What follows belongs to an exercise in optimizing a design on an open flow for small area, a short achievable clock period and few clock cycles; a production flow would make more cautious choices. Function was checked by simulation only, so behaviour that the tests miss may differ from the original. No activity file was given, so power comes from the tool's default toggle rates.

<file path="design/flow/standard.sh">
#!/bin/bash
# synth_recipe.tcl (not shown) runs the flow's synth.tcl, then flattens the netlist and writes it again
# the make line also repeats each setting of config.mk as NAME=value (left out here)
make -C /OpenROAD-flow-scripts/flow DESIGN_CONFIG=/design/flow/config.mk WORK_HOME=/design/flow/orfs CLKGATE_MAP_FILE= SYNTH_SCRIPT=/design/flow/synth_recipe.tcl "${@:-finish}"
</file>
<file path="design/flow/constraint.sdc">
create_clock -name core_clock -period 12.0 [get_ports {clk}]
set_input_delay 2.4000 -clock core_clock [delete_from_list [all_inputs] [get_ports {clk}]]
set_output_delay 2.4000 -clock core_clock [all_outputs]
set_load 0.01 [all_outputs]
</file>
<file path="design/flow/design.v">
module mscc_debounce #(
    parameter [31:0] T = 32'd0,
    parameter        TICK2 = 1'b0     
) (
    input  wire        clk,
    input  wire        clear,      
    input  wire        update,     
    input  wire        raw,
    input  wire [31:0] now,
    input  wire [31:7] now_hm1,    
    output reg         level,      
    output wire        level_n,    
    output wire        rise        
);
    reg        pend;
    reg [31:0] since;
    wire       el_in;
    wire [6:0] el_lo;
    mscc_elapsed #(.K(7)) el (.now(now), .now_hm1(now_hm1), .t(since),
        .in_range(el_in), .lo(el_lo));
    wire        exp_c = pend && !(el_in && el_lo < T[6:0]);
    reg         exp_r;
    always @(posedge clk)
        exp_r <= exp_c;
    wire        expired   = (T == 32'd0) || (TICK2 ? exp_r : exp_c);
    assign level_n = (raw != level && expired) ? raw : level;
    assign rise    = !level && level_n;
    always @(posedge clk) begin
        if (clear) begin
            level <= 1'b0;
            pend  <= 1'b0;      
        end else if (update) begin
            if (raw == level) begin
                pend <= 1'b0;
            end else if (expired) begin
                level <= raw;
                pend  <= 1'b0;
            end else if (!pend) begin
                pend  <= 1'b1;
            end
        end
    end
    always @(posedge clk)
        if (!pend)
            since <= now;
endmodule
module mscc_elapsed #(
    parameter integer K = 7
) (
    input  wire [31:0]  now,
    input  wire [31:K]  now_hm1,
    input  wire [31:0]  t,
    output wire         in_range,
    output wire [K-1:0] lo
);
    wire [K:0] d_lo = {1'b0, now[K-1:0]} - {1'b0, t[K-1:0]};
    assign lo     = d_lo[K-1:0];
    assign in_range = d_lo[K] ? (now_hm1 == t[31:K]) : (now[31:K] == t[31:K]);
endmodule
module mscc_dec #(
    parameter integer W = 8
) (
    input  wire [W-1:0] a,
    output wire [W-1:0] y
);
    genvar i;
    generate
        for (i = 0; i < W; i = i + 1) begin : b
            if (i == 0) begin : lsb
                assign y[i] = !a[i];
            end else begin : upper
                assign y[i] = a[i] ^ !(|a[i-1:0]);
            end
        end
    endgenerate
endmodule
module mscc_unit #(
    parameter TICK2 = 1'b0          
) (
    input  wire        clk,
    input  wire        rst,            
    input  wire [31:0] now,
    input  wire [31:7] now_hm1,        
    input  wire        do_init,
    input  wire        do_estop,
    input  wire        do_start,       
    input  wire        do_stop,        
    input  wire        do_reset_req,   
    input  wire        do_clear_req,   
    input  wire        do_set_amp,
    input  wire [6:0]  amp_val,
    input  wire        do_set_sim,
    input  wire        sim_val,
    input  wire        do_inject,
    input  wire [4:0]  inj_val,
    input  wire        do_force,
    input  wire [2:0]  force_val,      
    input  wire        do_update,      
    input  wire        comm_lost,      
    input  wire        iso_stop,       
    input  wire        freq_we,        
    input  wire [15:0] freq_pulses,
    input  wire [15:0] freq_window,
    input  wire [3:0]  phys_bits,
    input  wire [15:0] phys_power,
    input  wire [3:0]  sim_bits,
    input  wire [15:0] sim_power,
    output reg  [2:0]  state,
    output reg  [4:0]  faults,
    output reg  [2:0]  pending,
    output reg         pulse,
    output reg         running,
    output reg         locked,
    output reg         comm_ok,
    output reg         sim,
    output reg         start_out,
    output reg         reset_out,
    output reg  [6:0]  amp,
    output reg  [15:0] power,          
    output reg         power_valid,
    output reg  [15:0] fq_pulses,      
    output reg  [15:0] fq_window,      
    output reg         fq_valid,
    output reg  [15:0] start_count,
    output reg  [15:0] fault_count,
    output wire        start_ok,       
    output wire        stop_ok,        
    output wire        reset_ok,       
    output wire        clear_ok,       
    output wire        safe,
    output wire [15:0] status_word,
    output wire [2:0]  upd_state,
    output wire [4:0]  upd_faults,
    output wire        upd_running
);
    localparam [2:0] U_IDLE = 3'd0, U_STARTING = 3'd1, U_RUNNING = 3'd2,
                     U_STOPPING = 3'd3, U_FAULT = 3'd4, U_UNKNOWN = 3'd5;
    localparam [2:0] P_NONE = 3'd0, P_START = 3'd1, P_STOP = 3'd2,
                     P_RESET = 3'd3, P_CLEAR = 3'd4;
    localparam [31:0] T_START_DELAY = 32'd100;
    localparam [31:0] T_STOP_SETTLE = 32'd100;
    localparam [31:0] T_RESET_PULSE = 32'd50;
    localparam [6:0]  AMP_RESET     = 7'd20;
    reg [31:0] t_state;
    reg [4:0]  inj;
    assign start_ok = (state == U_IDLE) && (faults == 5'd0) &&
                      (pending == P_NONE || pending == P_START);
    assign stop_ok  = ((state == U_STARTING || state == U_RUNNING) &&
                       (pending == P_NONE || pending == P_STOP)) ||
                      (state == U_IDLE && pending == P_START);
    wire [4:0] lvl;       
    wire [4:0] lvl_n;     
    wire [4:0] rise;
    assign reset_ok = (state == U_FAULT) && (faults == 5'b00001) && !lvl[0] &&
                      !pulse && (pending == P_NONE || pending == P_RESET);
    assign clear_ok = (state == U_FAULT) && !pulse &&
                      (pending == P_NONE || pending == P_CLEAR) &&
                      (faults == 5'd0 || (faults & 5'b11110) != 5'd0) &&
                      ((faults & lvl) == 5'd0);
    assign safe = (state == U_IDLE || state == U_FAULT) && !start_out && !reset_out;
    assign status_word = {(pending != P_NONE) || pulse, safe, reset_out, start_out,
                          sim, comm_ok, locked, running, faults, state};
    wire [3:0]  s_bits_c = sim ? sim_bits : phys_bits;
    reg  [3:0]  s_bits_r;
    always @(posedge clk)
        s_bits_r <= s_bits_c;
    wire [3:0]  s_bits = TICK2 ? s_bits_r : s_bits_c;
    wire [15:0] s_power = sim ? sim_power : phys_power;
    wire s_ovl  = s_bits[0];
    wire s_lock = s_bits[1];
    wire s_hw   = s_bits[2];
    wire s_wd   = s_bits[3];
    wire [4:0] raw = {s_wd, s_hw, comm_lost, (state == U_RUNNING) && !s_lock, s_ovl};
    wire       deb_clear = rst || do_init;
    mscc_debounce #(.T(32'd50), .TICK2(TICK2)) deb_ovl (.clk(clk), .clear(deb_clear), .update(do_update),
        .raw(raw[0]), .now(now), .now_hm1(now_hm1), .level(lvl[0]), .level_n(lvl_n[0]), .rise(rise[0]));
    mscc_debounce #(.T(32'd50), .TICK2(TICK2)) deb_ful (.clk(clk), .clear(deb_clear), .update(do_update),
        .raw(raw[1]), .now(now), .now_hm1(now_hm1), .level(lvl[1]), .level_n(lvl_n[1]), .rise(rise[1]));
    mscc_debounce #(.T(32'd0), .TICK2(TICK2)) deb_comm (.clk(clk), .clear(deb_clear), .update(do_update),
        .raw(raw[2]), .now(now), .now_hm1(now_hm1), .level(lvl[2]), .level_n(lvl_n[2]), .rise(rise[2]));
    mscc_debounce #(.T(32'd0), .TICK2(TICK2)) deb_hw (.clk(clk), .clear(deb_clear), .update(do_update),
        .raw(raw[3]), .now(now), .now_hm1(now_hm1), .level(lvl[3]), .level_n(lvl_n[3]), .rise(rise[3]));
    mscc_debounce #(.T(32'd0), .TICK2(TICK2)) deb_wd (.clk(clk), .clear(deb_clear), .update(do_update),
        .raw(raw[4]), .now(now), .now_hm1(now_hm1), .level(lvl[4]), .level_n(lvl_n[4]), .rise(rise[4]));
    wire [4:0]  new_f   = (rise | inj) & ~faults;
    wire [4:0]  faults1 = faults | new_f;
    wire [2:0]  new_cnt = {2'b00, new_f[0]} + {2'b00, new_f[1]} + {2'b00, new_f[2]} +
                          {2'b00, new_f[3]} + {2'b00, new_f[4]};
    wire        el_in;
    wire [6:0]  el_lo;
    mscc_elapsed #(.K(7)) el (.now(now), .now_hm1(now_hm1), .t(t_state),
        .in_range(el_in), .lo(el_lo));
    wire        el_ge_pulse_c = !(el_in && el_lo < T_RESET_PULSE[6:0]);
    wire        el_ge_100_c   = !(el_in && el_lo < T_START_DELAY[6:0]);
    reg         el_ge_pulse_r, el_ge_100_r;
    always @(posedge clk) begin
        el_ge_pulse_r <= el_ge_pulse_c;
        el_ge_100_r   <= el_ge_100_c;
    end
    wire        el_ge_pulse = TICK2 ? el_ge_pulse_r : el_ge_pulse_c;
    wire        el_ge_100   = TICK2 ? el_ge_100_r : el_ge_100_c;
    wire        el_ge_start = el_ge_100;
    wire        el_ge_stop  = el_ge_100;
    wire        all_clear = (faults1 & lvl_n) == 5'd0;
    reg [2:0]  n_state;
    reg [4:0]  n_faults;
    reg [2:0]  n_pending;
    reg        n_pulse, n_running, n_start_out, n_reset_out;
    reg [31:0] n_t_state;
    reg [15:0] n_start_count;
    always @* begin
        n_state       = state;
        n_faults      = faults1;
        n_pending     = pending;
        n_pulse       = pulse;
        n_running     = running;
        n_start_out   = start_out;
        n_reset_out   = reset_out;
        n_t_state     = t_state;
        n_start_count = start_count;
        if (state == U_UNKNOWN || (faults1 != 5'd0 && state != U_FAULT)) begin
            n_state     = U_FAULT;
            n_start_out = 1'b0;
            n_reset_out = 1'b0;
            n_pulse     = 1'b0;
            n_running   = 1'b0;
            n_pending   = P_NONE;
            n_t_state   = now;
        end else begin
            case (state)
                U_FAULT: begin
                    if (pulse) begin
                        if (el_ge_pulse) begin
                            n_pulse     = 1'b0;
                            n_reset_out = 1'b0;
                            if (faults1 == 5'b00001 && !lvl_n[0]) begin
                                n_faults  = 5'd0;
                                n_state   = U_IDLE;
                                n_t_state = now;
                            end
                        end
                    end else if (pending == P_RESET) begin
                        n_pending = P_NONE;
                        if (faults1 == 5'b00001 && !lvl_n[0]) begin
                            n_pulse     = 1'b1;
                            n_reset_out = 1'b1;
                            n_t_state   = now;
                        end
                    end else if (pending == P_CLEAR) begin
                        n_pending = P_NONE;
                        if (all_clear) begin
                            n_faults = faults1 & 5'b00001;
                            if ((faults1 & 5'b00001) == 5'd0) begin
                                n_state   = U_IDLE;
                                n_t_state = now;
                            end
                        end
                    end
                end
                U_IDLE: begin
                    if (pending == P_START) begin
                        n_pending     = P_NONE;
                        n_state       = U_STARTING;
                        n_start_out   = 1'b1;
                        n_t_state     = now;
                        n_start_count = start_count + 16'd1;
                    end
                end
                U_STARTING: begin
                    if (pending == P_STOP) begin
                        n_pending   = P_NONE;
                        n_state     = U_STOPPING;
                        n_start_out = 1'b0;
                        n_t_state   = now;
                    end else if (el_ge_start) begin
                        n_state   = U_RUNNING;
                        n_running = 1'b1;
                    end
                end
                U_RUNNING: begin
                    if (pending == P_STOP) begin
                        n_pending   = P_NONE;
                        n_state     = U_STOPPING;
                        n_start_out = 1'b0;
                        n_t_state   = now;
                    end
                end
                U_STOPPING: begin
                    if (el_ge_stop) begin
                        n_state   = U_IDLE;
                        n_running = 1'b0;
                    end
                end
                default: ;
            endcase
        end
    end
    assign upd_state   = n_state;
    assign upd_faults  = n_faults;
    assign upd_running = n_running;
    wire stop_ok_n = ((n_state == U_STARTING || n_state == U_RUNNING) &&
                      (n_pending == P_NONE || n_pending == P_STOP)) ||
                     (n_state == U_IDLE && n_pending == P_START);
    always @(posedge clk) begin
        if (rst || do_init) begin
            state       <= rst ? U_UNKNOWN : U_IDLE;
            faults      <= 5'd0;
            pending     <= P_NONE;
            pulse       <= 1'b0;
            running     <= 1'b0;
            locked      <= 1'b0;
            comm_ok     <= !rst;
            sim         <= 1'b0;
            start_out   <= 1'b0;
            reset_out   <= 1'b0;
            amp         <= AMP_RESET;
            power_valid <= 1'b0;
            fq_valid    <= 1'b0;
            start_count <= 16'd0;
            fault_count <= 16'd0;
            t_state     <= now;    
            inj         <= 5'd0;
        end else begin
            if (do_estop) begin
                start_out <= 1'b0;
                reset_out <= 1'b0;
                pulse     <= 1'b0;
                running   <= 1'b0;
                pending   <= P_NONE;
                state     <= (state == U_FAULT || state == U_UNKNOWN) ? U_FAULT : U_IDLE;
                t_state   <= now;
            end
            if (do_start)
                pending <= P_START;
            if (do_stop && stop_ok)
                pending <= (state == U_IDLE) ? P_NONE : P_STOP;
            if (do_reset_req)
                pending <= P_RESET;
            if (do_clear_req)
                pending <= P_CLEAR;
            if (do_set_amp)
                amp <= amp_val;
            if (do_set_sim)
                sim <= sim_val;
            if (do_inject)
                inj <= inj | inj_val;
            if (do_force) begin
                state     <= force_val;
                pending   <= P_NONE;
                pulse     <= 1'b0;
                reset_out <= 1'b0;
                start_out <= (force_val == U_STARTING || force_val == U_RUNNING);
                running   <= (force_val == U_RUNNING || force_val == U_STOPPING);
                t_state   <= now;
            end
            if (freq_we)
                fq_valid <= 1'b1;
            if (do_update) begin
                power_valid <= 1'b1;
                locked      <= s_lock;
                comm_ok     <= !comm_lost;
                inj         <= 5'd0;
                fault_count <= fault_count + {13'd0, new_cnt};
                state       <= n_state;
                faults      <= n_faults;
                pending     <= (iso_stop && stop_ok_n) ?
                               ((n_state == U_IDLE) ? P_NONE : P_STOP) : n_pending;
                pulse       <= n_pulse;
                running     <= n_running;
                start_out   <= n_start_out;
                reset_out   <= n_reset_out;
                t_state     <= n_t_state;
                start_count <= n_start_count;
            end
        end
    end
    always @(posedge clk) begin
        if (freq_we) begin
            fq_pulses <= freq_pulses;
            fq_window <= freq_window;
        end
        if (do_update)
            power <= s_power;
    end
endmodule
module mscc (
    input  wire        clk,
    input  wire        rst_n,             
    input  wire        cmd_valid,
    input  wire [31:0] cmd_word,
    input  wire [31:0] cmd_now,
    input  wire        comm_seen,
    input  wire [3:0]  phys_overload,
    input  wire [3:0]  phys_lock,
    input  wire [3:0]  phys_hw_fault,
    input  wire [3:0]  phys_wd_fault,
    input  wire [63:0] phys_power_raw,
    input  wire [63:0] phys_pulse_count,
    input  wire [63:0] phys_window_ms,
    input  wire [3:0]  sim_overload,
    input  wire [3:0]  sim_lock,
    input  wire [3:0]  sim_hw_fault,
    input  wire [3:0]  sim_wd_fault,
    input  wire [63:0] sim_power_raw,
    input  wire [63:0] sim_pulse_count,
    input  wire [63:0] sim_window_ms,
    output wire        res_valid,
    output wire [31:0] res_word,
    output wire [3:0]  start_out,
    output wire [3:0]  reset_out,
    output wire [7:0]  duty
);
    localparam [7:0] OP_NOP = 8'h00, OP_INIT = 8'h01, OP_TICK = 8'h02, OP_READ_REG = 8'h03,
                     OP_START = 8'h10, OP_STOP = 8'h11, OP_SET_AMP = 8'h12, OP_RESET_OVL = 8'h13,
                     OP_CLEAR_FAULTS = 8'h14, OP_GET_STATUS = 8'h15, OP_IS_SAFE = 8'h16,
                     OP_AMP_BCAST = 8'h17, OP_COORD_START = 8'h20, OP_CONFIRM = 8'h21,
                     OP_COORD_STOP = 8'h22, OP_UNIT_START = 8'h23, OP_UNIT_STOP = 8'h24,
                     OP_REPORT_FAULT = 8'h25, OP_ESTOP = 8'h26, OP_SET_INHIBIT = 8'h27,
                     OP_REARM = 8'h28, OP_SET_SIM = 8'h30, OP_INJECT_FAULT = 8'h31,
                     OP_FORCE_STATE = 8'h32;
    localparam [3:0] R_OK = 4'd0, R_ILLEGAL_OPCODE = 4'd1, R_RESERVED_FIELD = 4'd2,
                     R_BAD_INDEX = 4'd3, R_BAD_VALUE = 4'd4, R_BAD_STATE = 4'd5,
                     R_INHIBITED = 4'd6, R_NOT_INIT = 4'd7, R_LOCKED_OUT = 4'd8;
    localparam [2:0] M_IDLE = 3'd0, M_COORD_START = 3'd1, M_RUNNING = 3'd2,
                     M_ESTOP = 3'd3, M_FAULT_ISO = 3'd4;
    localparam [2:0] U_IDLE = 3'd0, U_STARTING = 3'd1, U_RUNNING = 3'd2,
                     U_STOPPING = 3'd3, U_FAULT = 3'd4, U_UNKNOWN = 3'd5;
    localparam [2:0] P_NONE = 3'd0, P_START = 3'd1, P_STOP = 3'd2,
                     P_RESET = 3'd3, P_CLEAR = 3'd4;
    localparam [31:0] T_COMM_TIMEOUT = 32'd1000;
    localparam [31:0] T_SEQ_TIMEOUT  = 32'd500;
    localparam [1:0] S_IDLE = 2'd0, S_TICK = 2'd1, S_DIV = 2'd2, S_DRESP = 2'd3;
    localparam integer DK = 2;
    localparam         TICK2 = 1'b1;
    localparam integer DSTEPS = 16 / DK;
    wire rst = !rst_n;
    reg [1:0]  fsm;
    reg        initialized;
    reg [31:0] last_comm;
    reg        comm_lost;
    reg [7:0]  duty_r;
    reg [7:0]  order;         
    reg [6:0]  bcast;
    reg [2:0]  m_state;
    reg        inhibit;
    reg [3:0]  active, confirmed, faulted, stop_wait;
    reg [31:0] t_start_seq, t_stop_seq;
    reg        lf_valid, lf_timeout;
    reg [1:0]  lf_ch;
    reg [4:0]  lf_mask;
    reg        respond, do_tick;
    reg [3:0]  r_code;
    reg [15:0] r_val_c;     
    wire [15:0] r_val;      
    assign res_valid = cmd_valid && respond;
    assign res_word  = {r_val, 12'd0, r_code};
    assign duty      = duty_r;
    wire [31:7]  now_hm7;
    wire [31:10] now_hm10;
    mscc_dec #(.W(25)) dec7  (.a(cmd_now[31:7]),  .y(now_hm7));
    mscc_dec #(.W(22)) dec10 (.a(cmd_now[31:10]), .y(now_hm10));
    wire       lc_in, ss_in, sp_in;
    wire [9:0] lc_lo, ss_lo, sp_lo;
    mscc_elapsed #(.K(10)) el_lc (.now(cmd_now), .now_hm1(now_hm10), .t(last_comm),
        .in_range(lc_in), .lo(lc_lo));
    mscc_elapsed #(.K(10)) el_ss (.now(cmd_now), .now_hm1(now_hm10), .t(t_start_seq),
        .in_range(ss_in), .lo(ss_lo));
    mscc_elapsed #(.K(10)) el_sp (.now(cmd_now), .now_hm1(now_hm10), .t(t_stop_seq),
        .in_range(sp_in), .lo(sp_lo));
    wire comm_timeout = !(lc_in && lc_lo < T_COMM_TIMEOUT[9:0]);
    wire start_seq_to = !(ss_in && ss_lo < T_SEQ_TIMEOUT[9:0]);
    wire stop_seq_to  = !(sp_in && sp_lo < T_SEQ_TIMEOUT[9:0]);
    reg  comm_lost_r, start_seq_to_r, stop_seq_to_r;
    always @(posedge clk) begin
        comm_lost_r    <= !comm_seen && comm_timeout;
        start_seq_to_r <= start_seq_to;
        stop_seq_to_r  <= stop_seq_to;
    end
    wire comm_lost_t    = TICK2 ? comm_lost_r : (!comm_seen && comm_timeout);
    wire start_seq_to_t = TICK2 ? start_seq_to_r : start_seq_to;
    wire stop_seq_to_t  = TICK2 ? stop_seq_to_r : stop_seq_to;
    wire [11:0]  u_state;
    wire [19:0]  u_faults;
    wire [11:0]  u_pending;
    wire [3:0]   u_pulse, u_running, u_locked, u_comm_ok, u_sim;
    wire [27:0]  u_amp;
    wire [63:0]  u_power;
    wire [63:0]  u_fq_pulses, u_fq_window;
    wire [3:0]   u_power_valid, u_fq_valid;
    wire [11:0]  upd_state;
    wire [19:0]  upd_faults;
    wire [3:0]   upd_running;
    wire [63:0]  u_start_count, u_fault_count;
    wire [3:0]   u_start_ok, u_stop_ok, u_reset_ok, u_clear_ok, u_safe;
    wire [63:0]  u_status;
    reg        c_init, c_estop, c_update;
    reg [3:0]  c_start, c_stop, c_reset_req, c_clear_req, c_set_amp, c_set_sim, c_inject, c_force;
    reg [6:0]  c_amp;
    reg [2:0]  c_force_state;
    reg [3:0]  c_freq_we;
    reg        c_iso_stop;
    reg        comm_lost_n;
    genvar gi;
    generate
        for (gi = 0; gi < 4; gi = gi + 1) begin : unit
            mscc_unit #(.TICK2(TICK2)) u (
                .clk(clk), .rst(rst), .now(cmd_now), .now_hm1(now_hm7),
                .do_init(c_init), .do_estop(c_estop),
                .do_start(c_start[gi]), .do_stop(c_stop[gi]),
                .do_reset_req(c_reset_req[gi]), .do_clear_req(c_clear_req[gi]),
                .do_set_amp(c_set_amp[gi]), .amp_val(c_amp),
                .do_set_sim(c_set_sim[gi]), .sim_val(cmd_word[0]),
                .do_inject(c_inject[gi]), .inj_val(cmd_word[4:0]),
                .do_force(c_force[gi]), .force_val(c_force_state),
                .do_update(c_update), .comm_lost(comm_lost_n),
                .iso_stop(c_iso_stop),
                .freq_we(c_freq_we[gi]),
                .freq_pulses(u_sim[gi] ? sim_pulse_count[16*gi +: 16] : phys_pulse_count[16*gi +: 16]),
                .freq_window(u_sim[gi] ? sim_window_ms[16*gi +: 16] : phys_window_ms[16*gi +: 16]),
                .phys_bits({phys_wd_fault[gi], phys_hw_fault[gi], phys_lock[gi], phys_overload[gi]}),
                .phys_power(phys_power_raw[16*gi +: 16]),
                .sim_bits({sim_wd_fault[gi], sim_hw_fault[gi], sim_lock[gi], sim_overload[gi]}),
                .sim_power(sim_power_raw[16*gi +: 16]),
                .state(u_state[3*gi +: 3]), .faults(u_faults[5*gi +: 5]),
                .pending(u_pending[3*gi +: 3]), .pulse(u_pulse[gi]),
                .running(u_running[gi]), .locked(u_locked[gi]), .comm_ok(u_comm_ok[gi]),
                .sim(u_sim[gi]), .start_out(start_out[gi]), .reset_out(reset_out[gi]),
                .amp(u_amp[7*gi +: 7]), .power(u_power[16*gi +: 16]),
                .power_valid(u_power_valid[gi]),
                .fq_pulses(u_fq_pulses[16*gi +: 16]), .fq_window(u_fq_window[16*gi +: 16]),
                .fq_valid(u_fq_valid[gi]),
                .start_count(u_start_count[16*gi +: 16]),
                .fault_count(u_fault_count[16*gi +: 16]),
                .start_ok(u_start_ok[gi]), .stop_ok(u_stop_ok[gi]),
                .reset_ok(u_reset_ok[gi]), .clear_ok(u_clear_ok[gi]),
                .safe(u_safe[gi]), .status_word(u_status[16*gi +: 16]),
                .upd_state(upd_state[3*gi +: 3]), .upd_faults(upd_faults[5*gi +: 5]),
                .upd_running(upd_running[gi])
            );
        end
    endgenerate
    reg        dv_mul;         
    reg        dv_first;       
    reg [15:0] dv_r;           
    reg [15:0] dv_nq;          
    reg [15:0] dv_w;           
    wire       dv_sat_n = dv_r >= dv_w;    
    reg [2:0]  dv_cnt;
    reg [15:0] dv_r_n, dv_nq_n;
    reg [16:0] dv_shift;
    reg [17:0] dv_diff;
    integer    di;
    always @* begin
        dv_r_n  = dv_r;
        dv_nq_n = dv_nq;
        for (di = 0; di < DK; di = di + 1) begin
            dv_shift = {dv_r_n, dv_nq_n[15]};
            dv_diff  = {1'b0, dv_shift} - {2'b00, dv_w};
            if (!dv_diff[17]) begin
                dv_r_n  = dv_diff[15:0];
                dv_nq_n = {dv_nq_n[14:0], 1'b1};
            end else begin
                dv_r_n  = dv_shift[15:0];
                dv_nq_n = {dv_nq_n[14:0], 1'b0};
            end
        end
    end
    wire [7:0]  op  = cmd_word[31:24];
    wire [3:0]  idx = cmd_word[23:20];
    wire [3:0]  msk = cmd_word[19:16];
    wire [15:0] dat = cmd_word[15:0];
    wire [1:0]  ch  = idx[1:0];
    wire [6:0] amp_clamped = ($signed(dat) < 16'sd20)  ? 7'd20 :
                             ($signed(dat) > 16'sd100) ? 7'd100 : dat[6:0];
    wire fmask_ok = (dat[15:5] == 11'd0) && (dat[4:0] != 5'd0);
    wire [3:0] gate_code = (m_state == M_ESTOP || m_state == M_FAULT_ISO) ? R_LOCKED_OUT :
                           inhibit ? R_INHIBITED : R_OK;
    reg [3:0] is_idle, is_run, is_fault, is_active_state, rearm_ok;
    integer k;
    always @* begin
        for (k = 0; k < 4; k = k + 1) begin
            is_idle[k]         = u_state[3*k +: 3] == U_IDLE;
            is_run[k]          = u_state[3*k +: 3] == U_RUNNING;
            is_fault[k]        = u_state[3*k +: 3] == U_FAULT;
            is_active_state[k] = u_state[3*k +: 3] == U_STARTING ||
                                 u_state[3*k +: 3] == U_RUNNING ||
                                 u_state[3*k +: 3] == U_STOPPING;
            rearm_ok[k]        = is_idle[k] && u_faults[5*k +: 5] == 5'd0 &&
                                 u_pending[3*k +: 3] == P_NONE;
        end
    end
    wire [3:0]  run_mask  = u_running;
    wire [2:0]  run_count = {2'b00, run_mask[0]} + {2'b00, run_mask[1]} +
                            {2'b00, run_mask[2]} + {2'b00, run_mask[3]};
    wire [2:0]  blk_off   = dat[6:4] - 3'd2;
    wire        ch_block  = (dat[15:7] == 9'd0) && (dat[6:4] >= 3'd2) && (dat[6:4] <= 3'd5);
    wire [1:0]  rch       = blk_off[1:0];
    wire [2:0]  rpend     = u_pending[3*rch +: 3];
    wire [15:0] rpulses   = u_fq_valid[rch] ? u_fq_pulses[16*rch +: 16] : 16'd0;
    wire [15:0] rwindow   = u_fq_valid[rch] ? u_fq_window[16*rch +: 16] : 16'd1;
    wire [25:0] rp625     = {dv_nq, 9'd0} + {3'd0, dv_nq, 7'd0} - {6'd0, dv_nq, 4'd0} +
                            {10'd0, dv_nq};
    wire [29:0] rprod     = {rp625, 4'd0};
    wire        ch_blk_lo = (dat[6:4] >= 3'd2) && (dat[6:4] <= 3'd5);
    wire        reg_hit   = (dat[15:7] == 9'd0) &&
                            ((dat[6:4] == 3'd0 && dat[3:0] <= 4'h6) ||
                             (dat[6:1] == 6'b001000) ||
                             (ch_blk_lo && dat[3:0] <= 4'h9));
    reg         reg_hit_c;
    reg  [15:0] reg_val;
    always @* begin
        reg_hit_c = 1'b1;
        reg_val = 16'd0;
        if (dat[6:4] == 3'd0) begin
            case (dat[3:0])
                4'h0: reg_val = {13'd0, run_count};
                4'h1: reg_val = {12'd0, run_mask};
                4'h2: reg_val = {13'd0, m_state};
                4'h3: reg_val = {stop_wait, faulted, confirmed, active};
                4'h4: reg_val = {8'd0, duty_r};
                4'h5: reg_val = {lf_valid, lf_timeout, 5'd0, lf_mask, 2'd0, lf_ch};
                4'h6: reg_val = {12'd0, stop_wait != 4'd0, m_state == M_COORD_START,
                                 comm_lost, initialized};
                default: reg_hit_c = 1'b0;
            endcase
        end else if (dat[6:4] == 3'd1) begin
            reg_val = dat[0] ? {9'd0, bcast} : {15'd0, inhibit};
        end else if (ch_blk_lo) begin
            case (dat[3:0])
                4'h0: reg_val = {12'd0, rpend == P_CLEAR, rpend == P_RESET || u_pulse[rch],
                                 rpend == P_STOP, rpend == P_START};
                4'h1: reg_val = {9'd0, u_amp[7*rch +: 7]};
                4'h2: reg_val = u_power_valid[rch] ? u_power[16*rch +: 16] : 16'd0;
                4'h3: reg_val = 16'd0;      
                4'h4: reg_val = {11'd0, u_faults[5*rch +: 5]};
                4'h5: reg_val = {6'd0, rch, u_pulse[rch], u_safe[rch], reset_out[rch],
                                 start_out[rch], u_sim[rch], u_comm_ok[rch], u_locked[rch],
                                 u_running[rch]};
                4'h6: reg_val = {13'd0, u_state[3*rch +: 3]};
                4'h7: reg_val = u_start_count[16*rch +: 16];
                4'h8: reg_val = u_fault_count[16*rch +: 16];
                4'h9: reg_val = {rpend != P_NONE || u_pulse[rch], u_safe[rch], reset_out[rch],
                                 start_out[rch], u_sim[rch], u_comm_ok[rch], u_locked[rch],
                                 u_running[rch], u_faults[5*rch +: 5], u_state[3*rch +: 3]};
                default: reg_hit_c = 1'b0;
            endcase
        end else begin
            reg_hit_c = 1'b0;
        end
    end
    reg [1:0]  win_ch;
    reg        any_run;
    integer    j;
    always @* begin
        win_ch  = 2'd0;
        any_run = 1'b0;
        for (j = 3; j >= 0; j = j - 1) begin
            if (upd_running[order[2*j +: 2]]) begin
                win_ch  = order[2*j +: 2];
                any_run = 1'b1;
            end
        end
    end
    wire [6:0]  win_amp   = u_amp[7*win_ch +: 7];
    function [7:0] duty_of(input [6:0] a);
        case (a)
            7'd0: duty_of = 8'd0;
            7'd1: duty_of = 8'd2;
            7'd2: duty_of = 8'd5;
            7'd3: duty_of = 8'd7;
            7'd4: duty_of = 8'd10;
            7'd5: duty_of = 8'd12;
            7'd6: duty_of = 8'd15;
            7'd7: duty_of = 8'd17;
            7'd8: duty_of = 8'd20;
            7'd9: duty_of = 8'd22;
            7'd10: duty_of = 8'd25;
            7'd11: duty_of = 8'd28;
            7'd12: duty_of = 8'd30;
            7'd13: duty_of = 8'd33;
            7'd14: duty_of = 8'd35;
            7'd15: duty_of = 8'd38;
            7'd16: duty_of = 8'd40;
            7'd17: duty_of = 8'd43;
            7'd18: duty_of = 8'd45;
            7'd19: duty_of = 8'd48;
            7'd20: duty_of = 8'd51;
            7'd21: duty_of = 8'd53;
            7'd22: duty_of = 8'd56;
            7'd23: duty_of = 8'd58;
            7'd24: duty_of = 8'd61;
            7'd25: duty_of = 8'd63;
            7'd26: duty_of = 8'd66;
            7'd27: duty_of = 8'd68;
            7'd28: duty_of = 8'd71;
            7'd29: duty_of = 8'd73;
            7'd30: duty_of = 8'd76;
            7'd31: duty_of = 8'd79;
            7'd32: duty_of = 8'd81;
            7'd33: duty_of = 8'd84;
            7'd34: duty_of = 8'd86;
            7'd35: duty_of = 8'd89;
            7'd36: duty_of = 8'd91;
            7'd37: duty_of = 8'd94;
            7'd38: duty_of = 8'd96;
            7'd39: duty_of = 8'd99;
            7'd40: duty_of = 8'd102;
            7'd41: duty_of = 8'd104;
            7'd42: duty_of = 8'd107;
            7'd43: duty_of = 8'd109;
            7'd44: duty_of = 8'd112;
            7'd45: duty_of = 8'd114;
            7'd46: duty_of = 8'd117;
            7'd47: duty_of = 8'd119;
            7'd48: duty_of = 8'd122;
            7'd49: duty_of = 8'd124;
            7'd50: duty_of = 8'd127;
            7'd51: duty_of = 8'd130;
            7'd52: duty_of = 8'd132;
            7'd53: duty_of = 8'd135;
            7'd54: duty_of = 8'd137;
            7'd55: duty_of = 8'd140;
            7'd56: duty_of = 8'd142;
            7'd57: duty_of = 8'd145;
            7'd58: duty_of = 8'd147;
            7'd59: duty_of = 8'd150;
            7'd60: duty_of = 8'd153;
            7'd61: duty_of = 8'd155;
            7'd62: duty_of = 8'd158;
            7'd63: duty_of = 8'd160;
            7'd64: duty_of = 8'd163;
            7'd65: duty_of = 8'd165;
            7'd66: duty_of = 8'd168;
            7'd67: duty_of = 8'd170;
            7'd68: duty_of = 8'd173;
            7'd69: duty_of = 8'd175;
            7'd70: duty_of = 8'd178;
            7'd71: duty_of = 8'd181;
            7'd72: duty_of = 8'd183;
            7'd73: duty_of = 8'd186;
            7'd74: duty_of = 8'd188;
            7'd75: duty_of = 8'd191;
            7'd76: duty_of = 8'd193;
            7'd77: duty_of = 8'd196;
            7'd78: duty_of = 8'd198;
            7'd79: duty_of = 8'd201;
            7'd80: duty_of = 8'd204;
            7'd81: duty_of = 8'd206;
            7'd82: duty_of = 8'd209;
            7'd83: duty_of = 8'd211;
            7'd84: duty_of = 8'd214;
            7'd85: duty_of = 8'd216;
            7'd86: duty_of = 8'd219;
            7'd87: duty_of = 8'd221;
            7'd88: duty_of = 8'd224;
            7'd89: duty_of = 8'd226;
            7'd90: duty_of = 8'd229;
            7'd91: duty_of = 8'd232;
            7'd92: duty_of = 8'd234;
            7'd93: duty_of = 8'd237;
            7'd94: duty_of = 8'd239;
            7'd95: duty_of = 8'd242;
            7'd96: duty_of = 8'd244;
            7'd97: duty_of = 8'd247;
            7'd98: duty_of = 8'd249;
            7'd99: duty_of = 8'd252;
            7'd100: duty_of = 8'd255;
            7'd101: duty_of = 8'd1;
            7'd102: duty_of = 8'd4;
            7'd103: duty_of = 8'd6;
            7'd104: duty_of = 8'd9;
            7'd105: duty_of = 8'd11;
            7'd106: duty_of = 8'd14;
            7'd107: duty_of = 8'd16;
            7'd108: duty_of = 8'd19;
            7'd109: duty_of = 8'd21;
            7'd110: duty_of = 8'd24;
            7'd111: duty_of = 8'd27;
            7'd112: duty_of = 8'd29;
            7'd113: duty_of = 8'd32;
            7'd114: duty_of = 8'd34;
            7'd115: duty_of = 8'd37;
            7'd116: duty_of = 8'd39;
            7'd117: duty_of = 8'd42;
            7'd118: duty_of = 8'd44;
            7'd119: duty_of = 8'd47;
            7'd120: duty_of = 8'd50;
            7'd121: duty_of = 8'd52;
            7'd122: duty_of = 8'd55;
            7'd123: duty_of = 8'd57;
            7'd124: duty_of = 8'd60;
            7'd125: duty_of = 8'd62;
            7'd126: duty_of = 8'd65;
            7'd127: duty_of = 8'd67;
            default: duty_of = 8'd0;
        endcase
    endfunction
    wire [7:0]  duty_arb  = any_run ? duty_of(win_amp) : 8'd0;
    function [7:0] order_front(input [7:0] ord, input [1:0] c);
        reg [1:0] p;
        integer q;
        begin
            p = 2'd0;
            for (q = 0; q < 4; q = q + 1)
                if (ord[2*q +: 2] == c) p = q[1:0];
            order_front[1:0] = c;
            order_front[3:2] = (p >= 2'd1) ? ord[1:0] : ord[3:2];
            order_front[5:4] = (p >= 2'd2) ? ord[3:2] : ord[5:4];
            order_front[7:6] = (p == 2'd3) ? ord[5:4] : ord[7:6];
        end
    endfunction
    reg [1:0]  n_fsm;
    reg        n_initialized, n_comm_lost;
    reg [31:0] n_last_comm;
    reg [7:0]  n_duty, n_order;
    reg [6:0]  n_bcast;
    reg [2:0]  n_m_state;
    reg        n_inhibit;
    reg [3:0]  n_active, n_confirmed, n_faulted, n_stop_wait;
    reg [31:0] n_t_start_seq, n_t_stop_seq;
    reg        n_lf_valid, n_lf_timeout;
    reg [1:0]  n_lf_ch;
    reg [4:0]  n_lf_mask;
    reg        iso, iso_to;
    reg [3:0]  iso_ch_mask;
    reg [1:0]  iso_ch;
    reg [4:0]  iso_mask;
    reg        op_known, use_idx, use_msk, use_dat, pre_init_ok;
    reg [3:0]  added;
    reg [3:0]  poll, conf1, sw1, stop_msk, up_idle, up_run, up_fault;
    reg [2:0]  st1;
    reg [2:0]  fs;
    integer    i;
    always @* begin
        n_fsm         = fsm;
        r_code        = R_OK;
        r_val_c         = 16'd0;
        respond       = 1'b0;
        n_initialized = initialized;
        n_comm_lost   = comm_lost;
        n_last_comm   = last_comm;
        n_duty        = duty_r;
        n_order       = order;
        n_bcast       = bcast;
        n_m_state     = m_state;
        n_inhibit     = inhibit;
        n_active      = active;
        n_confirmed   = confirmed;
        n_faulted     = faulted;
        n_stop_wait   = stop_wait;
        n_t_start_seq = t_start_seq;
        n_t_stop_seq  = t_stop_seq;
        n_lf_valid    = lf_valid;
        n_lf_timeout  = lf_timeout;
        n_lf_ch       = lf_ch;
        n_lf_mask     = lf_mask;
        c_init = 1'b0; c_estop = 1'b0; c_update = 1'b0;
        c_start = 4'd0; c_stop = 4'd0; c_reset_req = 4'd0; c_clear_req = 4'd0;
        c_set_amp = 4'd0; c_set_sim = 4'd0; c_inject = 4'd0; c_force = 4'd0;
        c_amp = amp_clamped;
        c_force_state = (dat[2:0] >= 3'd6) ? U_UNKNOWN : dat[2:0];
        c_freq_we = 4'd0;
        c_iso_stop = 1'b0;
        do_tick    = 1'b0;
        comm_lost_n = comm_lost;
        for (i = 0; i < 4; i = i + 1) begin
            up_idle[i]  = upd_state[3*i +: 3] == U_IDLE;
            up_run[i]   = upd_state[3*i +: 3] == U_RUNNING;
            up_fault[i] = upd_state[3*i +: 3] == U_FAULT;
        end
        iso = 1'b0; iso_to = 1'b0; iso_ch_mask = 4'd0; iso_ch = 2'd0; iso_mask = 5'd0;
        added = 4'd0; poll = 4'd0; conf1 = confirmed; sw1 = stop_wait; st1 = m_state;
        stop_msk = 4'd0; fs = 3'd0;
        op_known = 1'b1; use_idx = 1'b0; use_msk = 1'b0; use_dat = 1'b0;
        case (op)
            OP_NOP, OP_INIT, OP_TICK, OP_ESTOP, OP_REARM: ;
            OP_READ_REG, OP_AMP_BCAST, OP_SET_INHIBIT: use_dat = 1'b1;
            OP_START, OP_STOP, OP_RESET_OVL, OP_CLEAR_FAULTS, OP_GET_STATUS, OP_IS_SAFE,
            OP_CONFIRM, OP_UNIT_START, OP_UNIT_STOP: use_idx = 1'b1;
            OP_SET_AMP, OP_REPORT_FAULT, OP_SET_SIM, OP_INJECT_FAULT, OP_FORCE_STATE: begin
                use_idx = 1'b1;
                use_dat = 1'b1;
            end
            OP_COORD_START, OP_COORD_STOP: use_msk = 1'b1;
            default: op_known = 1'b0;
        endcase
        pre_init_ok = (op == OP_NOP || op == OP_INIT || op == OP_READ_REG ||
                       op == OP_GET_STATUS || op == OP_IS_SAFE);
        case (fsm)
            S_IDLE: if (cmd_valid) begin
                respond = 1'b1;
                if (!op_known)
                    r_code = R_ILLEGAL_OPCODE;
                else if ((!use_idx && idx != 4'd0) || (!use_msk && msk != 4'd0) ||
                         (!use_dat && dat != 16'd0))
                    r_code = R_RESERVED_FIELD;
                else if (!initialized && !pre_init_ok)
                    r_code = R_NOT_INIT;
                else if (use_idx && idx > 4'd3)
                    r_code = R_BAD_INDEX;
                else begin
                    case (op)
                        OP_NOP: ;
                        OP_INIT: begin
                            c_init        = 1'b1;
                            n_initialized = 1'b1;
                            n_last_comm   = cmd_now;
                            n_comm_lost   = 1'b0;
                            n_duty        = 8'd0;
                            n_order       = 8'b11_10_01_00;
                            n_bcast       = 7'd0;
                            n_m_state     = M_IDLE;
                            n_inhibit     = 1'b0;
                            n_active      = 4'd0;
                            n_confirmed   = 4'd0;
                            n_faulted     = 4'd0;
                            n_stop_wait   = 4'd0;
                            n_t_start_seq = cmd_now;
                            n_t_stop_seq  = cmd_now;
                            n_lf_valid    = 1'b0;
                            n_lf_timeout  = 1'b0;
                            n_lf_ch       = 2'd0;
                            n_lf_mask     = 5'd0;
                        end
                        OP_TICK: begin
                            if (TICK2) begin
                                respond = 1'b0;
                                n_fsm   = S_TICK;
                            end else
                                do_tick = 1'b1;
                        end
                        OP_READ_REG: begin
                            if (!reg_hit) r_code = R_BAD_VALUE;
                            else if (ch_block && dat[3:0] == 4'h3) begin
                                respond = 1'b0;
                                n_fsm   = S_DIV;
                            end else
                                r_val_c  = reg_val;
                        end
                        OP_START: begin
                            if (gate_code != R_OK)   r_code = gate_code;
                            else if (!u_start_ok[ch]) r_code = R_BAD_STATE;
                            else                     c_start[ch] = 1'b1;
                        end
                        OP_STOP: begin
                            if (!u_stop_ok[ch]) r_code = R_BAD_STATE;
                            else                c_stop[ch] = 1'b1;
                        end
                        OP_SET_AMP: begin
                            c_set_amp[ch] = 1'b1;
                            n_order       = order_front(order, ch);
                        end
                        OP_RESET_OVL: begin
                            if (!u_reset_ok[ch]) r_code = R_BAD_STATE;
                            else                 c_reset_req[ch] = 1'b1;
                        end
                        OP_CLEAR_FAULTS: begin
                            if (!u_clear_ok[ch]) r_code = R_BAD_STATE;
                            else                 c_clear_req[ch] = 1'b1;
                        end
                        OP_GET_STATUS: r_val_c = u_status[16*ch +: 16];
                        OP_IS_SAFE:    r_val_c = {15'd0, u_safe[ch]};
                        OP_AMP_BCAST: begin
                            c_set_amp = 4'b1111;
                            n_order   = 8'b00_01_10_11;
                            n_bcast   = amp_clamped;
                        end
                        OP_COORD_START: begin
                            if (msk == 4'd0)                         r_code = R_BAD_VALUE;
                            else if (gate_code != R_OK)              r_code = gate_code;
                            else if (m_state != M_IDLE)              r_code = R_BAD_STATE;
                            else if ((msk & ~u_start_ok) != 4'd0)    r_code = R_BAD_STATE;
                            else begin
                                c_start       = msk;
                                n_m_state     = M_COORD_START;
                                n_active      = msk;
                                n_confirmed   = 4'd0;
                                n_t_start_seq = cmd_now;
                            end
                        end
                        OP_CONFIRM: begin
                            if (m_state != M_COORD_START || !active[ch] || !is_run[ch])
                                r_code = R_BAD_STATE;
                            else
                                n_confirmed[ch] = 1'b1;
                        end
                        OP_COORD_STOP, OP_UNIT_STOP: begin
                            stop_msk = (op == OP_COORD_STOP) ? msk : (4'b0001 << ch);
                            if (op == OP_COORD_STOP && msk == 4'd0)
                                r_code = R_BAD_VALUE;
                            else if (op == OP_COORD_STOP &&
                                     !(m_state == M_RUNNING || m_state == M_COORD_START))
                                r_code = R_BAD_STATE;
                            else if (op == OP_UNIT_STOP && m_state != M_RUNNING)
                                r_code = R_BAD_STATE;
                            else begin
                                c_stop = stop_msk;
                                added  = stop_msk & is_active_state & ~stop_wait;
                                n_stop_wait = stop_wait | added;
                                n_active    = active & ~stop_msk;
                                n_confirmed = confirmed & ~stop_msk;
                                if (added != 4'd0) n_t_stop_seq = cmd_now;
                            end
                        end
                        OP_UNIT_START: begin
                            if (gate_code != R_OK)          r_code = gate_code;
                            else if (m_state != M_RUNNING)  r_code = R_BAD_STATE;
                            else if (!u_start_ok[ch])       r_code = R_BAD_STATE;
                            else begin
                                c_start[ch]  = 1'b1;
                                n_active[ch] = 1'b1;
                            end
                        end
                        OP_REPORT_FAULT: begin
                            if (!fmask_ok)
                                r_code = R_BAD_VALUE;
                            else if (m_state == M_ESTOP) begin
                                n_faulted[ch] = 1'b1;
                                n_lf_valid    = 1'b1;
                                n_lf_timeout  = 1'b0;
                                n_lf_ch       = ch;
                                n_lf_mask     = dat[4:0];
                            end else begin
                                iso         = 1'b1;
                                iso_ch_mask = 4'b0001 << ch;
                                iso_ch      = ch;
                                iso_mask    = dat[4:0];
                            end
                        end
                        OP_ESTOP: begin
                            c_estop     = 1'b1;
                            n_duty      = 8'd0;
                            n_m_state   = M_ESTOP;
                            n_active    = 4'd0;
                            n_confirmed = 4'd0;
                            n_stop_wait = 4'd0;
                        end
                        OP_SET_INHIBIT: begin
                            if (dat > 16'd1) r_code = R_BAD_VALUE;
                            else             n_inhibit = dat[0];
                        end
                        OP_REARM: begin
                            if (m_state != M_FAULT_ISO || rearm_ok != 4'b1111)
                                r_code = R_BAD_STATE;
                            else begin
                                n_m_state = M_IDLE;
                                n_faulted = 4'd0;
                            end
                        end
                        OP_SET_SIM: begin
                            if (dat > 16'd1) r_code = R_BAD_VALUE;
                            else             c_set_sim[ch] = 1'b1;
                        end
                        OP_INJECT_FAULT: begin
                            if (!fmask_ok) r_code = R_BAD_VALUE;
                            else           c_inject[ch] = 1'b1;
                        end
                        OP_FORCE_STATE: begin
                            fs = c_force_state;
                            if (dat > 16'd7)
                                r_code = R_BAD_VALUE;
                            else if ((fs == U_STARTING || fs == U_RUNNING || fs == U_STOPPING) &&
                                     gate_code != R_OK)
                                r_code = gate_code;
                            else
                                c_force[ch] = 1'b1;
                        end
                        default: ;
                    endcase
                end
            end
            S_TICK: do_tick = 1'b1;
            S_DIV: begin
                if (dv_mul) begin
                end else if (dv_first && dv_sat_n) begin
                    respond = 1'b1;
                    r_val_c   = 16'hFFFF;
                end else if (dv_cnt == 3'd0)
                    n_fsm   = S_DRESP;
            end
            S_DRESP: begin
                respond = 1'b1;
                r_val_c   = dv_nq;
            end
        endcase
        if (do_tick) begin
                respond = 1'b1;
                for (i = 0; i < 4; i = i + 1)
                    c_freq_we[i] = (u_sim[i] ? sim_window_ms[16*i +: 16]
                                             : phys_window_ms[16*i +: 16]) != 16'd0;
                if (comm_seen) n_last_comm = cmd_now;
                comm_lost_n = comm_lost_t;
                n_comm_lost = comm_lost_n;
                c_update    = 1'b1;
                n_duty  = duty_arb;
                if (m_state != M_ESTOP) begin
                    poll = up_fault & ~faulted;
                    if (poll != 4'd0) begin
                        iso         = 1'b1;
                        iso_ch_mask = poll;
                        for (i = 0; i < 4; i = i + 1)
                            if (poll[i]) iso_ch = i[1:0];
                        iso_mask = upd_faults[5*iso_ch +: 5];
                    end else if (m_state != M_FAULT_ISO) begin
                        conf1 = confirmed | (active & up_run);
                        sw1   = stop_wait & ~up_idle;
                        n_confirmed = conf1;
                        n_stop_wait = sw1;
                        if ((m_state == M_COORD_START || m_state == M_RUNNING) &&
                            active == 4'd0 && sw1 == 4'd0) begin
                            n_m_state = M_IDLE;
                        end else begin
                            st1 = (m_state == M_COORD_START && conf1 == active) ? M_RUNNING : m_state;
                            n_m_state = st1;
                            if (st1 == M_COORD_START && start_seq_to_t) begin
                                iso    = 1'b1;
                                iso_to = 1'b1;
                            end else if (sw1 != 4'd0 && stop_seq_to_t) begin
                                iso    = 1'b1;
                                iso_to = 1'b1;
                            end
                        end
                    end
                end
            end
        if (iso) begin
            c_iso_stop   = c_update;
            n_m_state    = M_FAULT_ISO;
            n_faulted    = faulted | iso_ch_mask;
            n_lf_valid   = 1'b1;
            n_lf_timeout = iso_to;
            n_lf_ch      = iso_ch;
            n_lf_mask    = iso_mask;
            c_stop       = c_update ? 4'b0000 : 4'b1111;    
            n_active     = 4'd0;
            n_confirmed  = 4'd0;
            n_stop_wait  = 4'd0;
        end
        if (respond) begin
            n_fsm = S_IDLE;
            if (c_update)
                r_val_c = {1'b0, n_m_state, upd_state};
            if (r_code != R_OK) begin
                r_val_c = 16'd0;
            end
        end
    end
    wire rv_read = (op == OP_READ_REG) && (idx == 4'd0) && (msk == 4'd0) && reg_hit;
    wire rv_unit = (idx[3:2] == 2'b00) && (msk == 4'd0) && (dat == 16'd0);
    wire rv_stat = (op == OP_GET_STATUS) && rv_unit;
    wire rv_safe = (op == OP_IS_SAFE) && rv_unit;
    wire [15:0] r_val_idle = rv_read ? reg_val :
                             rv_stat ? u_status[16*ch +: 16] :
                             rv_safe ? {15'd0, u_safe[ch]} : 16'd0;
    assign r_val = (fsm == S_IDLE)  ? r_val_idle :
                   (fsm == S_TICK)  ? {1'b0, n_m_state, upd_state} :
                   (fsm == S_DRESP) ? dv_nq : 16'hFFFF;
    always @(posedge clk) begin
        last_comm   <= n_last_comm;
        t_start_seq <= n_t_start_seq;
        t_stop_seq  <= n_t_stop_seq;
    end
    always @(posedge clk) begin
        if (rst) begin
            fsm         <= S_IDLE;
            initialized <= 1'b0;
            comm_lost   <= 1'b0;
            duty_r      <= 8'd0;
            order       <= 8'b11_10_01_00;
            bcast       <= 7'd0;
            m_state     <= M_IDLE;
            inhibit     <= 1'b0;
            active      <= 4'd0;
            confirmed   <= 4'd0;
            faulted     <= 4'd0;
            stop_wait   <= 4'd0;
            lf_valid    <= 1'b0;
            lf_timeout  <= 1'b0;
            lf_ch       <= 2'd0;
            lf_mask     <= 5'd0;
        end else begin
            fsm         <= n_fsm;
            initialized <= n_initialized;
            comm_lost   <= n_comm_lost;
            duty_r      <= n_duty;
            order       <= n_order;
            bcast       <= n_bcast;
            m_state     <= n_m_state;
            inhibit     <= n_inhibit;
            active      <= n_active;
            confirmed   <= n_confirmed;
            faulted     <= n_faulted;
            stop_wait   <= n_stop_wait;
            lf_valid    <= n_lf_valid;
            lf_timeout  <= n_lf_timeout;
            lf_ch       <= n_lf_ch;
            lf_mask     <= n_lf_mask;
            if (fsm == S_IDLE) begin
                dv_mul   <= 1'b1;
                dv_nq    <= rpulses;
                dv_w     <= rwindow;
            end else if (fsm == S_DIV && dv_mul) begin
                dv_mul   <= 1'b0;
                dv_first <= 1'b1;
                dv_r     <= {2'b00, rprod[29:16]};
                dv_nq    <= rprod[15:0];
                dv_cnt   <= DSTEPS - 1;
            end else if (fsm == S_DIV) begin
                dv_first <= 1'b0;
                dv_r     <= dv_r_n;
                dv_nq    <= dv_nq_n;
                dv_cnt   <= dv_cnt - 3'd1;
            end
        end
    end
endmodule
</file>
<file path="design/flow/config.mk">
export PLATFORM = sky130hd
export DESIGN_NAME = mscc
export DESIGN_NICKNAME = mscc
export VERILOG_FILES = /design/flow/design.v
export SDC_FILE = /design/flow/constraint.sdc
export NUM_CORES = 4
export LEC_CHECK = 0
export ABC_AREA = 1
export CAP_MARGIN = 20
export CORE_MARGIN = 2
export CORE_UTILIZATION = 55
export PLACE_DENSITY = 0.7
export SETUP_SLACK_MARGIN = 5
export SLEW_MARGIN = 20
</file>
<file path="design/flow/flow/run.sh">
#!/bin/bash
set -uo pipefail
export BUFFER_PORTS_ARGS="-buffer_cell sky130_fd_sc_hd__buf_1"
export CTS_ARGS="-sink_clustering_enable -repair_clock_nets -dont_use_dummy_load"
bash standard.sh > standard_make.log 2>&1
status=$?
tail -n 40 standard_make.log
exit $status
</file>
==> flow_metrics.env <==
export IMPL_hold_end="unit[0].u.deb_ful.exp_r$_DFF_P_"
export IMPL_rr_worst_depth=35
export IMPL_wl_met3_um=41800
export IMPL_wl_per_cell_um=27.8
export IMPL_syn_inst=9144
export IMPL_nNetsFinal=10539
export IMPL_ir_drop_mv=0.123
export IMPL_numClockSinks=1094
export IMPL_yosys_warnings=4
export IMPL_routed_wl_um=318000
export IMPL_std_cell_rows=131
export IMPL_status="finished clean"
export IMPL_synth_edf_count=706
export IMPL_clock_skew_ns=0.124
export IMPL_root_buffer="clkbuf_16"
export IMPL_cp_required_ns=9.60
export IMPL_cts_tree="built"
export IMPL_gr_usage_all_layers_pct=45.9
export IMPL_cellPowerDensity_nw_per_um2=110
export IMPL_worst_hold_slack_ns=0.383
export IMPL_clk_latency_ns=0.81
export IMPL_r2r_start="dv_nq[15]$_DFFE_PP_"
export IMPL_power_leakage_nw=33.3
export IMPL_htreeDepth=3
export IMPL_dr_pass1_iters=11
export IMPL_period_share_pct=62.1
export IMPL_drive_above_1_share_pct=10.7
export IMPL_grt_pass1_vias=67247
export IMPL_core_area_sq_um=128000
export IMPL_worstSetupStartpointType="input pin"
export IMPL_totalPowerFinal_mw=9.02
export IMPL_ctsHoldBuffers=0
export IMPL_slew_viol_final=0
export IMPL_grt_ovfl_total=0
export IMPL_async_flop_share_pct=0
export IMPL_ys_ff_latch=1094
export IMPL_worstMarginPinSlew_ns=1.27
export IMPL_grt_max_degree=77
export IMPL_fin_tns_setup_ns=0
export IMPL_fillers=10933
export IMPL_clkTransAtPathRegs_ns=0.06
export IMPL_hpwl_um=228000
export IMPL_grt_setup_unrepaired="yes"
export IMPL_start_util_pct=55.5
export IMPL_crit_type="in -> out"
export IMPL_viasPerCell=6.38
export IMPL_hold_viol=0
export IMPL_antenna_found_initial=35
export IMPL_synth_main_ff_cell="edfxtp_1"
export IMPL_r2r_end="dv_r[8]$_DFFE_PP_"
export IMPL_cts_buffers=119
export IMPL_io_pin_count=533
export IMPL_dieWidth_um=363
export IMPL_area_growth_pct=14.9
export IMPL_synth_distinct_cells=93
export IMPL_hp_class="reg -> reg"
export IMPL_rrSetupSlack_ns=5.55
export IMPL_max_clock_path_buffers=3
export IMPL_vias=72904
export IMPL_wl_met1_um=114000
export IMPL_period_needed_ns=7.45
export IMPL_maxCapViolCount=0
export IMPL_grt_pass1_wl_um=443000
export IMPL_drc=0
export IMPL_drt_iter0_drc=10581
export IMPL_syn_area_sq_um=71000
export IMPL_die_area_sq_um=132000
export IMPL_synth_seq_area_share_pct=40.8
export IMPL_finalSetupViolCount=0
export IMPL_arrival_ns=5.05
export IMPL_max_slew_margin_rel_pct=14.7
export IMPL_fin_cells=11420
export IMPL_numPortBuffers=520
export IMPL_syn_avg_cell_area_sq_um=7.76
export IMPL_die_h_um=363
export IMPL_gp_congestion=1.14
export IMPL_critPathCaptureType="output pin"
export IMPL_detail_route_antenna_nets=0
export IMPL_wl_met2_um=134000
export IMPL_clock_fmax_ghz=0.134
export IMPL_post_place_cells=11059
export IMPL_hold_path_depth=2
export IMPL_min_from="unit[0].u.deb_ful.pend$_SDFFE_PN0N_"
export IMPL_route_top_layer_used="met5"
export IMPL_path_max_fanout=6
## how the worst max path moves through the flow
stage,start,endpoint,slack [ns],cells past startpoint
finish,cmd_word[4],res_word[17],4.55,16
floorplan,cmd_word[4],res_word[18],5.01,11
CTS,cmd_word[4],res_word[17],4.59,15
global placement,cmd_word[4],res_word[29],3.15,15
detailed placement,cmd_word[4],res_word[29],3.08,15
global route,cmd_word[4],res_word[17],4.50,16
## stage by stage
| stage | instance area (sq um) | setup slack, ns | util [%] |
|---|---|---|---|
| detailed placement | 74700 | 3.08 | 58.5 |
| finish | 81600 | 4.55 | 63.8 |
| CTS | 79700 | 4.59 | 62.4 |
| floorplan | 71100 | 5.01 | - |
| global placement | 74700 | 3.15 | 58.5 |
| global route | 81500 | 4.50 | 63.8 |
## worst max-delay path, cell delays in order
cell	delay, ns
buf_6	0.10
buf_12	0.15
clkinv_8	0.06
nor2_4	0.05
buf_8	0.14
clkbuf_16	0.18
nand2_4	0.07
nand4_1	0.34
a2111oi_2	0.48
o2111ai_1	0.18
a22o_1	0.26
o21ai_2	0.15
o31ai_1	0.08
nand2_1	0.09
nand3_2	0.13
buf_6	0.17
## Yosys cell counts, drive strengths merged, types with 61 or more instances
| cell type | number | area, sq um |
|---|---|---|
| a21oi | 540 | 2730 |
| a22oi | 76 | 571 |
| a31oi | 61 | 388 |
| buf | 122 | 674 |
| clkbuf | 284 | 1070 |
| dfxtp | 388 | 7770 |
| edfxtp | 706 | 21200 |
| ha | 274 | 3430 |
| inv | 1106 | 4160 |
| nand2 | 2134 | 8160 |
| nand3 | 317 | 1690 |
| nand4 | 122 | 791 |
| nor2 | 711 | 2820 |
| nor3 | 178 | 937 |
| nor4 | 84 | 568 |
| o211ai | 62 | 470 |
| o21ai | 927 | 4670 |
| o22ai | 152 | 951 |
| or2 | 79 | 494 |
| xnor2 | 128 | 1120 |
| xor2 | 277 | 2430 |
## area by class of cell
cell class                      instances  area [sq um]  share of cell area, %
Multi-Input combinational cell       6533         37800                   46.4
Timing Repair inverter                  2          25.0                 0.0307
Tap cell                             1662          2080                   2.55
Sequential cell                      1094         29000                   35.5
Inverter                             1124          4370                   5.35
Antenna cell                           27          67.6                 0.0828
Clock buffer                          119          2980                   3.65
Timing Repair Buffer                  859          5260                   6.45
## repair_timing
item,in CTS,in global routing
buffers inserted,94,96
resized for setup,286,197
pin swaps,67,104
hold endpoints to repair,0,0
cloned,12,11
setup endpoints to repair,53,42
## cells by family (layout without fill, tap and decap cells)
logic type	after synthesis	after routing	share of synthesized area, %
AO/OA/AOI/OAI	2099	2099	17.1
XOR/XNOR	405	405	5.00
adder cells (fa/ha/maj)	322	322	6.18
buffers and inverters	1530	2104	8.40
flip-flops	1094	1094	40.8
multiplexers	4	4	0.0564
other	1	39	0.00528
AND/OR/NAND/NOR	3689	3691	22.4
## layout by cell type (no fill, tap or decap), types with 68 or more instances in the layout
master,synthesis,final
edfxtp_1,706,706
buf_1,48,470
a21oi_1,536,517
dfxtp_1,388,382
inv_1,1064,1020
o22ai_1,152,146
nand4_1,119,119
xor2_1,277,270
nand2_1,2095,2069
nand3_1,302,293
nor2_1,669,614
a22oi_1,76,68
nor3_1,170,156
xnor2_1,128,124
ha_1,274,273
clkbuf_16,0,126
or2_2,77,77
o21ai_0,884,851
nor4_1,80,74
buf_4,28,283
## per-layer routing
layer  GRT usage, %  vias up
met4           30.2       20
met3           14.0     1311
li1               -    32150
met2           68.9     5366
met5              0        -
met1           57.0    34057
## power by group
part / switching, mW / internal [mW]
Combinational: 1.12 / 0.550
Clock: 1.46 / 1.72
Sequential: 0.0582 / 4.11
Total: 2.64 / 6.37
## state kept, by name (all words and copies together), names as in the netlist, 20 cells and up
name                  cells
unit.u.t_state          128
unit.u.fq_window         64
t_stop_seq               32
unit.u.faults            20
last_comm                32
unit.u.power             64
unit.u.inj               20
t_start_seq              32
unit.u.deb_ovl.since    128
unit.u.amp               28
unit.u.fq_pulses         64
unit.u.fault_count       64
unit.u.start_count       64
unit.u.deb_ful.since    128
Testbench counts, summed over its fixed seeds: cycles 33,098.

-- separate check: timing with driven ports --
In the flow no input, the clock included, has a driving cell. The finished layout below was timed again as built, in two steps.
Step 1 assumes that a clkbuf_16 drives the clock port and a buf_2 every other input.
Step 2 adds t to the input delays and takes it off the output delays; t is the mean of the earliest and latest rising clock arrival at the registers after step 1. Input paths then give back, and output paths get back, about the clock's delay inside the block.
Three values: ideal ports, drivers, drivers and shift; two values: the first two.
t (ns): 0.833
setup slack, ns: 4.548 / 4.510 / 4.129
worst setup path at the end: input to register
pins driven straight from the clock port: 1
After both steps this run still meets setup and hold. For this run, drivers alone change the setup slack by -0.038 ns; drivers and shift together by -0.419 ns.
